This design comes from an exercise in tuning for small area, a short achievable clock period and few clock cycles per item on the open sky130 flow, not from production work. Only the layout flow was run in this run; the RTL was not checked for function there.

## design/flow/design.v

```verilog
module led_sce_glut (
    input  wire [7:0]  idx,
    output reg  [15:0] val
);
    reg [15:0] glut_rom;
    always @(*) begin
        case (idx)
            8'd0: glut_rom = 16'd0;
            8'd1: glut_rom = 16'd5259;
            8'd2: glut_rom = 16'd7207;
            8'd3: glut_rom = 16'd8665;
            8'd4: glut_rom = 16'd9876;
            8'd5: glut_rom = 16'd10930;
            8'd6: glut_rom = 16'd11874;
            8'd7: glut_rom = 16'd12736;
            8'd8: glut_rom = 16'd13533;
            8'd9: glut_rom = 16'd14277;
            8'd10: glut_rom = 16'd14978;
            8'd11: glut_rom = 16'd15641;
            8'd12: glut_rom = 16'd16272;
            8'd13: glut_rom = 16'd16875;
            8'd14: glut_rom = 16'd17453;
            8'd15: glut_rom = 16'd18009;
            8'd16: glut_rom = 16'd18545;
            8'd17: glut_rom = 16'd19063;
            8'd18: glut_rom = 16'd19565;
            8'd19: glut_rom = 16'd20052;
            8'd20: glut_rom = 16'd20525;
            8'd21: glut_rom = 16'd20985;
            8'd22: glut_rom = 16'd21433;
            8'd23: glut_rom = 16'd21871;
            8'd24: glut_rom = 16'd22298;
            8'd25: glut_rom = 16'd22716;
            8'd26: glut_rom = 16'd23124;
            8'd27: glut_rom = 16'd23524;
            8'd28: glut_rom = 16'd23916;
            8'd29: glut_rom = 16'd24301;
            8'd30: glut_rom = 16'd24678;
            8'd31: glut_rom = 16'd25049;
            8'd32: glut_rom = 16'd25413;
            8'd33: glut_rom = 16'd25771;
            8'd34: glut_rom = 16'd26123;
            8'd35: glut_rom = 16'd26470;
            8'd36: glut_rom = 16'd26811;
            8'd37: glut_rom = 16'd27147;
            8'd38: glut_rom = 16'd27478;
            8'd39: glut_rom = 16'd27804;
            8'd40: glut_rom = 16'd28126;
            8'd41: glut_rom = 16'd28443;
            8'd42: glut_rom = 16'd28757;
            8'd43: glut_rom = 16'd29066;
            8'd44: glut_rom = 16'd29371;
            8'd45: glut_rom = 16'd29673;
            8'd46: glut_rom = 16'd29971;
            8'd47: glut_rom = 16'd30265;
            8'd48: glut_rom = 16'd30556;
            8'd49: glut_rom = 16'd30844;
            8'd50: glut_rom = 16'd31128;
            8'd51: glut_rom = 16'd31410;
            8'd52: glut_rom = 16'd31688;
            8'd53: glut_rom = 16'd31964;
            8'd54: glut_rom = 16'd32237;
            8'd55: glut_rom = 16'd32507;
            8'd56: glut_rom = 16'd32774;
            8'd57: glut_rom = 16'd33039;
            8'd58: glut_rom = 16'd33301;
            8'd59: glut_rom = 16'd33561;
            8'd60: glut_rom = 16'd33818;
            8'd61: glut_rom = 16'd34073;
            8'd62: glut_rom = 16'd34326;
            8'd63: glut_rom = 16'd34576;
            8'd64: glut_rom = 16'd34825;
            8'd65: glut_rom = 16'd35071;
            8'd66: glut_rom = 16'd35315;
            8'd67: glut_rom = 16'd35558;
            8'd68: glut_rom = 16'd35798;
            8'd69: glut_rom = 16'd36036;
            8'd70: glut_rom = 16'd36273;
            8'd71: glut_rom = 16'd36507;
            8'd72: glut_rom = 16'd36740;
            8'd73: glut_rom = 16'd36971;
            8'd74: glut_rom = 16'd37201;
            8'd75: glut_rom = 16'd37428;
            8'd76: glut_rom = 16'd37654;
            8'd77: glut_rom = 16'd37879;
            8'd78: glut_rom = 16'd38101;
            8'd79: glut_rom = 16'd38323;
            8'd80: glut_rom = 16'd38542;
            8'd81: glut_rom = 16'd38761;
            8'd82: glut_rom = 16'd38977;
            8'd83: glut_rom = 16'd39193;
            8'd84: glut_rom = 16'd39407;
            8'd85: glut_rom = 16'd39619;
            8'd86: glut_rom = 16'd39830;
            8'd87: glut_rom = 16'd40040;
            8'd88: glut_rom = 16'd40249;
            8'd89: glut_rom = 16'd40456;
            8'd90: glut_rom = 16'd40662;
            8'd91: glut_rom = 16'd40867;
            8'd92: glut_rom = 16'd41070;
            8'd93: glut_rom = 16'd41273;
            8'd94: glut_rom = 16'd41474;
            8'd95: glut_rom = 16'd41674;
            8'd96: glut_rom = 16'd41873;
            8'd97: glut_rom = 16'd42070;
            8'd98: glut_rom = 16'd42267;
            8'd99: glut_rom = 16'd42462;
            8'd100: glut_rom = 16'd42657;
            8'd101: glut_rom = 16'd42850;
            8'd102: glut_rom = 16'd43043;
            8'd103: glut_rom = 16'd43234;
            8'd104: glut_rom = 16'd43424;
            8'd105: glut_rom = 16'd43613;
            8'd106: glut_rom = 16'd43802;
            8'd107: glut_rom = 16'd43989;
            8'd108: glut_rom = 16'd44176;
            8'd109: glut_rom = 16'd44361;
            8'd110: glut_rom = 16'd44546;
            8'd111: glut_rom = 16'd44729;
            8'd112: glut_rom = 16'd44912;
            8'd113: glut_rom = 16'd45094;
            8'd114: glut_rom = 16'd45275;
            8'd115: glut_rom = 16'd45455;
            8'd116: glut_rom = 16'd45634;
            8'd117: glut_rom = 16'd45812;
            8'd118: glut_rom = 16'd45990;
            8'd119: glut_rom = 16'd46167;
            8'd120: glut_rom = 16'd46343;
            8'd121: glut_rom = 16'd46518;
            8'd122: glut_rom = 16'd46692;
            8'd123: glut_rom = 16'd46866;
            8'd124: glut_rom = 16'd47039;
            8'd125: glut_rom = 16'd47211;
            8'd126: glut_rom = 16'd47382;
            8'd127: glut_rom = 16'd47552;
            8'd128: glut_rom = 16'd47722;
            8'd129: glut_rom = 16'd47891;
            8'd130: glut_rom = 16'd48060;
            8'd131: glut_rom = 16'd48227;
            8'd132: glut_rom = 16'd48394;
            8'd133: glut_rom = 16'd48561;
            8'd134: glut_rom = 16'd48726;
            8'd135: glut_rom = 16'd48891;
            8'd136: glut_rom = 16'd49056;
            8'd137: glut_rom = 16'd49219;
            8'd138: glut_rom = 16'd49382;
            8'd139: glut_rom = 16'd49545;
            8'd140: glut_rom = 16'd49706;
            8'd141: glut_rom = 16'd49867;
            8'd142: glut_rom = 16'd50028;
            8'd143: glut_rom = 16'd50188;
            8'd144: glut_rom = 16'd50347;
            8'd145: glut_rom = 16'd50505;
            8'd146: glut_rom = 16'd50663;
            8'd147: glut_rom = 16'd50821;
            8'd148: glut_rom = 16'd50978;
            8'd149: glut_rom = 16'd51134;
            8'd150: glut_rom = 16'd51290;
            8'd151: glut_rom = 16'd51445;
            8'd152: glut_rom = 16'd51599;
            8'd153: glut_rom = 16'd51754;
            8'd154: glut_rom = 16'd51907;
            8'd155: glut_rom = 16'd52060;
            8'd156: glut_rom = 16'd52212;
            8'd157: glut_rom = 16'd52364;
            8'd158: glut_rom = 16'd52516;
            8'd159: glut_rom = 16'd52666;
            8'd160: glut_rom = 16'd52817;
            8'd161: glut_rom = 16'd52966;
            8'd162: glut_rom = 16'd53116;
            8'd163: glut_rom = 16'd53265;
            8'd164: glut_rom = 16'd53413;
            8'd165: glut_rom = 16'd53561;
            8'd166: glut_rom = 16'd53708;
            8'd167: glut_rom = 16'd53855;
            8'd168: glut_rom = 16'd54001;
            8'd169: glut_rom = 16'd54147;
            8'd170: glut_rom = 16'd54292;
            8'd171: glut_rom = 16'd54437;
            8'd172: glut_rom = 16'd54582;
            8'd173: glut_rom = 16'd54726;
            8'd174: glut_rom = 16'd54869;
            8'd175: glut_rom = 16'd55012;
            8'd176: glut_rom = 16'd55155;
            8'd177: glut_rom = 16'd55297;
            8'd178: glut_rom = 16'd55439;
            8'd179: glut_rom = 16'd55580;
            8'd180: glut_rom = 16'd55721;
            8'd181: glut_rom = 16'd55862;
            8'd182: glut_rom = 16'd56002;
            8'd183: glut_rom = 16'd56142;
            8'd184: glut_rom = 16'd56281;
            8'd185: glut_rom = 16'd56420;
            8'd186: glut_rom = 16'd56558;
            8'd187: glut_rom = 16'd56696;
            8'd188: glut_rom = 16'd56834;
            8'd189: glut_rom = 16'd56971;
            8'd190: glut_rom = 16'd57108;
            8'd191: glut_rom = 16'd57244;
            8'd192: glut_rom = 16'd57380;
            8'd193: glut_rom = 16'd57516;
            8'd194: glut_rom = 16'd57651;
            8'd195: glut_rom = 16'd57786;
            8'd196: glut_rom = 16'd57921;
            8'd197: glut_rom = 16'd58055;
            8'd198: glut_rom = 16'd58188;
            8'd199: glut_rom = 16'd58322;
            8'd200: glut_rom = 16'd58455;
            8'd201: glut_rom = 16'd58588;
            8'd202: glut_rom = 16'd58720;
            8'd203: glut_rom = 16'd58852;
            8'd204: glut_rom = 16'd58983;
            8'd205: glut_rom = 16'd59115;
            8'd206: glut_rom = 16'd59246;
            8'd207: glut_rom = 16'd59376;
            8'd208: glut_rom = 16'd59506;
            8'd209: glut_rom = 16'd59636;
            8'd210: glut_rom = 16'd59766;
            8'd211: glut_rom = 16'd59895;
            8'd212: glut_rom = 16'd60024;
            8'd213: glut_rom = 16'd60152;
            8'd214: glut_rom = 16'd60281;
            8'd215: glut_rom = 16'd60408;
            8'd216: glut_rom = 16'd60536;
            8'd217: glut_rom = 16'd60663;
            8'd218: glut_rom = 16'd60790;
            8'd219: glut_rom = 16'd60917;
            8'd220: glut_rom = 16'd61043;
            8'd221: glut_rom = 16'd61169;
            8'd222: glut_rom = 16'd61295;
            8'd223: glut_rom = 16'd61420;
            8'd224: glut_rom = 16'd61545;
            8'd225: glut_rom = 16'd61670;
            8'd226: glut_rom = 16'd61794;
            8'd227: glut_rom = 16'd61918;
            8'd228: glut_rom = 16'd62042;
            8'd229: glut_rom = 16'd62166;
            8'd230: glut_rom = 16'd62289;
            8'd231: glut_rom = 16'd62412;
            8'd232: glut_rom = 16'd62535;
            8'd233: glut_rom = 16'd62657;
            8'd234: glut_rom = 16'd62779;
            8'd235: glut_rom = 16'd62901;
            8'd236: glut_rom = 16'd63022;
            8'd237: glut_rom = 16'd63144;
            8'd238: glut_rom = 16'd63265;
            8'd239: glut_rom = 16'd63385;
            8'd240: glut_rom = 16'd63506;
            8'd241: glut_rom = 16'd63626;
            8'd242: glut_rom = 16'd63746;
            8'd243: glut_rom = 16'd63865;
            8'd244: glut_rom = 16'd63985;
            8'd245: glut_rom = 16'd64104;
            8'd246: glut_rom = 16'd64222;
            8'd247: glut_rom = 16'd64341;
            8'd248: glut_rom = 16'd64459;
            8'd249: glut_rom = 16'd64577;
            8'd250: glut_rom = 16'd64695;
            8'd251: glut_rom = 16'd64813;
            8'd252: glut_rom = 16'd64930;
            8'd253: glut_rom = 16'd65047;
            8'd254: glut_rom = 16'd65164;
            8'd255: glut_rom = 16'd65280;
            default: glut_rom = 16'd0;
        endcase
        val = glut_rom;
    end
endmodule
module led_sce_cell (
    input  wire               clk,
    input  wire               rst,
    input  wire [15:0]        kp,
    input  wire [15:0]        smooth,
    input  wire [15:0]        noise,
    input  wire               delta,
    input  wire               in_valid,
    output wire               in_ready,
    input  wire signed [17:0] in_target,
    input  wire signed [17:0] in_cur,
    input  wire signed [17:0] in_sm,
    output reg                out_valid,
    input  wire               out_ready,
    output reg  signed [17:0] out_cur,
    output reg  signed [17:0] out_sm,
    output reg         [7:0]  out_value
);
    localparam signed [19:0] HI = 20'sd65280;
    wire signed [19:0] lo = delta ? -20'sd65280 : 20'sd0;
    wire signed [18:0] err0 = in_target - in_sm;
    wire        [18:0] err0_mag = err0[18] ? -err0 : err0;
    wire signed [18:0] err = (err0_mag < {3'b000, noise}) ? 19'sd0 : err0;
    wire signed [36:0] kp_prod  = $signed({1'b0, kp}) * err;
    wire signed [36:0] kp_round = kp_prod + 37'sd32768;
    wire signed [20:0] kp_step  = kp_round[36:16];
    wire signed [21:0] cur_sum  = in_cur + kp_step;
    wire signed [17:0] cur_new  = (cur_sum < lo) ? lo[17:0] :
                                  (cur_sum > HI) ? HI[17:0] : cur_sum[17:0];
    wire               cur_neg = cur_new[17];
    wire        [17:0] cur_mag = cur_neg ? -cur_new : cur_new;
    wire        [7:0]  g_idx   = cur_mag[15:8];
    wire        [7:0]  g_frac  = cur_mag[7:0];
    wire        [15:0] g_lo;
    wire        [15:0] g_hi;
    led_sce_glut u_glut_lo (.idx(g_idx),        .val(g_lo));
    led_sce_glut u_glut_hi (.idx(g_idx + 8'd1), .val(g_hi));
    wire signed [16:0] g_diff   = $signed({1'b0, g_hi}) - $signed({1'b0, g_lo});
    wire signed [25:0] g_prod   = g_diff * $signed({1'b0, g_frac});
    wire signed [25:0] g_round  = g_prod + 26'sd128;
    wire signed [17:0] g_step   = g_round[25:8];
    wire signed [18:0] g_interp = $signed({3'b000, g_lo}) + g_step;
    wire signed [18:0] gam      = (g_idx == 8'd255) ? $signed({3'b000, g_lo}) : g_interp;
    wire signed [18:0] cor      = cur_neg ? -gam : gam;
    wire        [16:0] smooth_c = 17'd65536 - {1'b0, smooth};
    wire signed [36:0] sm_prod_a = $signed({1'b0, smooth}) * in_sm;
    wire signed [36:0] sm_prod_b = $signed({1'b0, smooth_c}) * cor;
    wire signed [36:0] sm_sum    = sm_prod_a + sm_prod_b + 37'sd32768;
    wire signed [20:0] sm_mean   = sm_sum[36:16];
    wire signed [17:0] sm_new    = (sm_mean < lo) ? lo[17:0] :
                                   (sm_mean > HI) ? HI[17:0] : sm_mean[17:0];
    wire signed [19:0] enc_in   = delta ? (sm_new + 20'sd65280 + 20'sd256)
                                        : (sm_new + 20'sd128);
    wire signed [19:0] enc_q    = delta ? (enc_in >>> 9) : (enc_in >>> 8);
    wire        [7:0]  val_new  = (enc_q < 20'sd0)   ? 8'd0 :
                                  (enc_q > 20'sd255) ? 8'd255 : enc_q[7:0];
    assign in_ready = !out_valid || out_ready;
    always @(posedge clk) begin
        if (rst) begin
            out_valid <= 1'b0;
        end else if (in_ready) begin
            out_valid <= in_valid;
        end
    end
    always @(posedge clk) begin
        if (in_valid && in_ready) begin
            out_cur   <= cur_new;
            out_sm    <= sm_new;
            out_value <= val_new;
        end
    end
endmodule
```

## design/flow/run.sh

```bash
#!/bin/bash
# synth_recipe.tcl (not shown) runs the flow's synth.tcl, then flattens the netlist and writes it again
# the make line also repeats each setting of config.mk as NAME=value (left out here)
make -C /OpenROAD-flow-scripts/flow DESIGN_CONFIG=/design/flow/config.mk WORK_HOME=/design/flow/orfs CLKGATE_MAP_FILE= SYNTH_SCRIPT=/design/flow/synth_recipe.tcl finish
```

## design/flow/config.mk

```make
export PLATFORM = sky130hd
export DESIGN_NAME = led_sce_cell
export DESIGN_NICKNAME = led_sce_cell
export VERILOG_FILES = /design/flow/design.v
export SDC_FILE = /design/flow/constraint.sdc
export NUM_CORES = 4
export LEC_CHECK = 0
export CAP_MARGIN = 20
export CORE_MARGIN = 2
export CORE_UTILIZATION = 40
export SLEW_MARGIN = 20
export SYNTH_MEMORY_MAX_BITS = 65536
```

## design/flow/constraint.sdc

```tcl
create_clock -name core_clock -period 55.0 [get_ports {clk}]
set_input_delay 11.0000 -clock core_clock [delete_from_list [all_inputs] [get_ports {clk}]]
set_output_delay 11.0000 -clock core_clock [all_outputs]
set_load 0.01 [all_outputs]
```

==> run_results.csv <==
group,metric,value,unit
status,status,"complete, no violations",
layout,finalNetCount,8600,
clocking,cts_root_buf,"clkbuf_16",
timing,fin_crit_sh,95.2,%
synthesis,synthesis.nets,8604,
timing,slew_headroom,19.9,%
critical_path,end_kind,"flop",
global_routing,overflow,0,
clocking,cts_buffers,5,
clocking,tritoncts,"done",
layout,multi_input_area,48900,um^2
clocking,clock_sinks,45,
place,hpwl,167000,um
critical_path,r2r-start,"out_valid$_SDFFE_PP0N_",
floorplanning,dieHeight,379,um
layout,fill_cells,14000,
timing,worst_pin_slew,1.19,ns
timing,fmax,0.0191,GHz
synthesis,synth_edf_count,44,
critical_path,r2r-end,"out_sm[12]$_DFFE_PP_",
timing,setup_violations,0,
min_path,min_path_cells,2,
synthesis,seq_area_frac_synth,2.39,%
global_routing,grt_usage,28.9,%
global_routing,grt_pass1_wl,317000,um
timing,clock_skew,0.0110,ns
detailed_routing,vias,49500,
clocking,clock_latency,0.35,ns
job,cap_violations,0,
layout,final_util,43.7,%
timing,finalHoldViolCount,0,
detailed_routing,drtIter0Drc,4592,
synthesis,netlist_area,56200,um^2
floorplanning,core_area,139000,um^2
critical_path,crit_type,"input port to flop",
critical_path,cpPeakStageDelay,0.63,ns
detailed_routing,drc_errors,0,
detailed_routing,viasPerCell,5.63,
synthesis,syn_avg_cell_area,8.13,um^2
clocking,htreeDepth,2,
global_routing,grt_pass1_vias,51500,
floorplanning,pin_count,153,
synthesis,ys_types,105,
critical_path,worst_path_max_delay_cell,"o21ai_0",
critical_path,rrSetupSlack,53.39,ns
clocking,cts_buffer_depth,2,
layout,regArea,1340,um^2
global_routing,grt_start_max_net_pins,109,
synthesis,synth_commonest_cells,"1,347 x inv_1, 1,097 x fa_1, 767 x nand2_1, 507 x nor2_1, 492 x ha_1",
detailed_routing,avgRoutedWirePerCell,23.4,um
layout,drive_gt1_share,5.17,%
critical_path,critPathMaxFanout,21,
timing,finalSetupTns,0,ns
place,globalplace.congestion,0.986,
min_path,holdPathEnd,"out_valid$_SDFFE_PP0N_",
layout,syn_to_final_growth,8.52,%
critical_path,cp.arrival,52.49,ns
synthesis,ys_ff_latch,45,
synthesis,postSynthCellCount,6908,
detailed_routing,drt_pass1_iterations,8,
synthesis,synth_ff_type,"edfxtp_1",
synthesis,async_flop_share,0,%
synthesis,yosysTopAreaCell,"fa_1",
detailed_routing,antenna_left,0,
critical_path,reg2reg_depth,3,
timing,layout_min_cycle_time,52.38,ns
critical_path,worst_setup_path_start_kind,"input port",
clocking,clk_pin_slew,0.08,ns
floorplanning,dieArea,143000,um^2
synthesis,synth_most_common_cell,"inv_1",
synthesis,synth_top_area_share,39.1,%
floorplanning,rows,137,
detailed_routing,totalWireLength,206000,um
min_path,min_from,"out_valid$_SDFFE_PP0N_",
timing,slew_violations,0,
synthesis,synth.area.top_cells,"fa_1 39%, ha_1 11%, inv_1 9.0%, nand2_1 5.1%, and2_1 4.1%",
critical_path,critPathRequiredTime,55.11,ns
floorplanning,initial_utilization,40.3,%
place,port_buffers,152,
min_path,hold_path_class,"flop to flop",
global_routing,antenna_found_initial,11,
floorplanning,die_x,379,um
synthesis,yosysWarnings,2,
## through the flow
stage | hold WS [ns] | cells | setup slack, ns | cell area (um^2)
after floorplan | 0.593 | 6908 | 3.25 | 56200
after global placement | 0.505 | 8759 | 1.01 | 60300
after detailed placement | 0.507 | 8759 | 0.458 | 60300
after CTS | 0.520 | 8767 | 0.698 | 60400
after global routing | 0.554 | 8784 | -0.0446 | 61000
final | 0.512 | 8785 | 2.62 | 61000
## flip-flops by register name, summed over array words and instances, names as in the netlist
signal	flops
out_cur	18
out_sm	18
out_value	8
out_valid	1
## worst max-delay path, delay by kind of cell
kind	cells	cell delay (ns)
buf+inv	25	3.43
xor+xnor	8	1.39
mux	1	0.21
simple gates	39	6.03
compound gates	79	16.64
fa+ha+maj	33	13.68
## cells in the final DEF, fill, tap and decap left out, drive strengths merged, types with 17 or more instances in the layout
| master | count |
|---|---|
| inv | 1352 |
| fa | 1097 |
| nand2 | 768 |
| nor2 | 508 |
| ha | 492 |
| and2 | 369 |
| a21oi | 310 |
| o21ai | 272 |
| buf | 190 |
| xnor2 | 171 |
| clkdlybuf4s50 | 152 |
| nor3 | 94 |
| nand3 | 89 |
| a211oi | 89 |
| a21o | 72 |
| xor2 | 69 |
| a31oi | 57 |
| o211ai | 54 |
| nand2b | 47 |
| o311ai | 45 |
| edfxtp | 44 |
| nor2b | 43 |
| and3 | 38 |
| a311oi | 38 |
| o21a | 30 |
| o21bai | 28 |
| or3 | 26 |
| o22ai | 23 |
| o31ai | 23 |
| nand4 | 21 |
| o221ai | 21 |
| a21boi | 20 |
| a221oi | 19 |
| o2111ai | 17 |
## cell families (layout without fill, tap and decap cells)
logic type,after synthesis,in the layout,share of synthesized area [%]
AO/OA/AOI/OAI,1228,1228,14.6
XOR/XNOR,240,240,3.78
adder cells (fa/ha/maj),1589,1589,50.1
buffers and inverters,1713,1710,11.5
flip-flops,45,45,2.39
multiplexers,23,23,0.492
other,0,4,0
AND/OR/NAND/NOR,2070,2070,17.2
## routing by layer
| layer | track usage (%) | wire (um) | up-vias |
|---|---|---|---|
| met2 | 45.7 | 92400 | 2136 |
| met3 | 5.33 | 17700 | 373 |
| met5 | 0 | 21 | - |
| li1 | - | - | 22000 |
| met1 | 40.2 | 88300 | 25000 |
| met4 | 8.84 | 7500 | 4 |
## worst max-delay path by stage
stage | from | to | slack, ns | depth (start not counted)
2_1_floorplan | in_sm[2] | out_value[7]$_SDFFCE_PP0P_ | 3.25 | 196
3_3_place_gp | in_target[0] | out_value[5]$_SDFFCE_PP0P_ | 1.01 | 171
3_5_place_dp | in_target[0] | out_value[5]$_SDFFCE_PP0P_ | 0.46 | 178
4_1_cts | in_target[0] | out_value[5]$_SDFFCE_PP0P_ | 0.70 | 179
5_1_grt | in_target[0] | out_value[5]$_SDFFCE_PP0P_ | -0.04 | 189
6_report | in_target[0] | out_value[7]$_SDFFCE_PP0P_ | 2.62 | 185
## cell type report
class,instances,share of cell area [%]
multi-input combinational,5150,80.1
inverter,1356,8.36
timing repair buffer,346,5.18
tap,1876,3.85
sequential,45,2.20
clock buffer,5,0.205
clock inverter,3,0.0349
antenna,4,0.0164
## timing repair
item | CTS | global route
gates resized for setup | 0 | 80
endpoints found under the setup margin | 0 | 26
hold buffers | 0 | 0
setup buffers | 0 | 10

separate check: timing with driven ports:
No port has a modelled driver above. Below, the same layout with a new extraction and two added sets of constraints. Step 1 (the two cells are an assumption about what drives the block):
set clk [get_ports {clk}]
set_driving_cell -lib_cell sky130_fd_sc_hd__clkbuf_16 $clk
set_driving_cell -lib_cell sky130_fd_sc_hd__buf_2 [delete_from_list [all_inputs] $clk]
Step 2 moves the port delays by t, midway between the first and last clock arrival at a register: inputs arrive t later, outputs are due t later. That takes back most of the time a late clock gives input paths. a / b / c = ideal / step 1 / step 2; a / b = the first two.
shift t [ns]: 0.418
setup slack, ns: 2.624 / 2.661 / 2.243
hold WS [ns]: 0.512 / 0.512 / 0.512
After both steps setup and hold are still met in this run. The setup slack of this run moves by +0.037 ns with the drivers and by -0.381 ns with both steps.
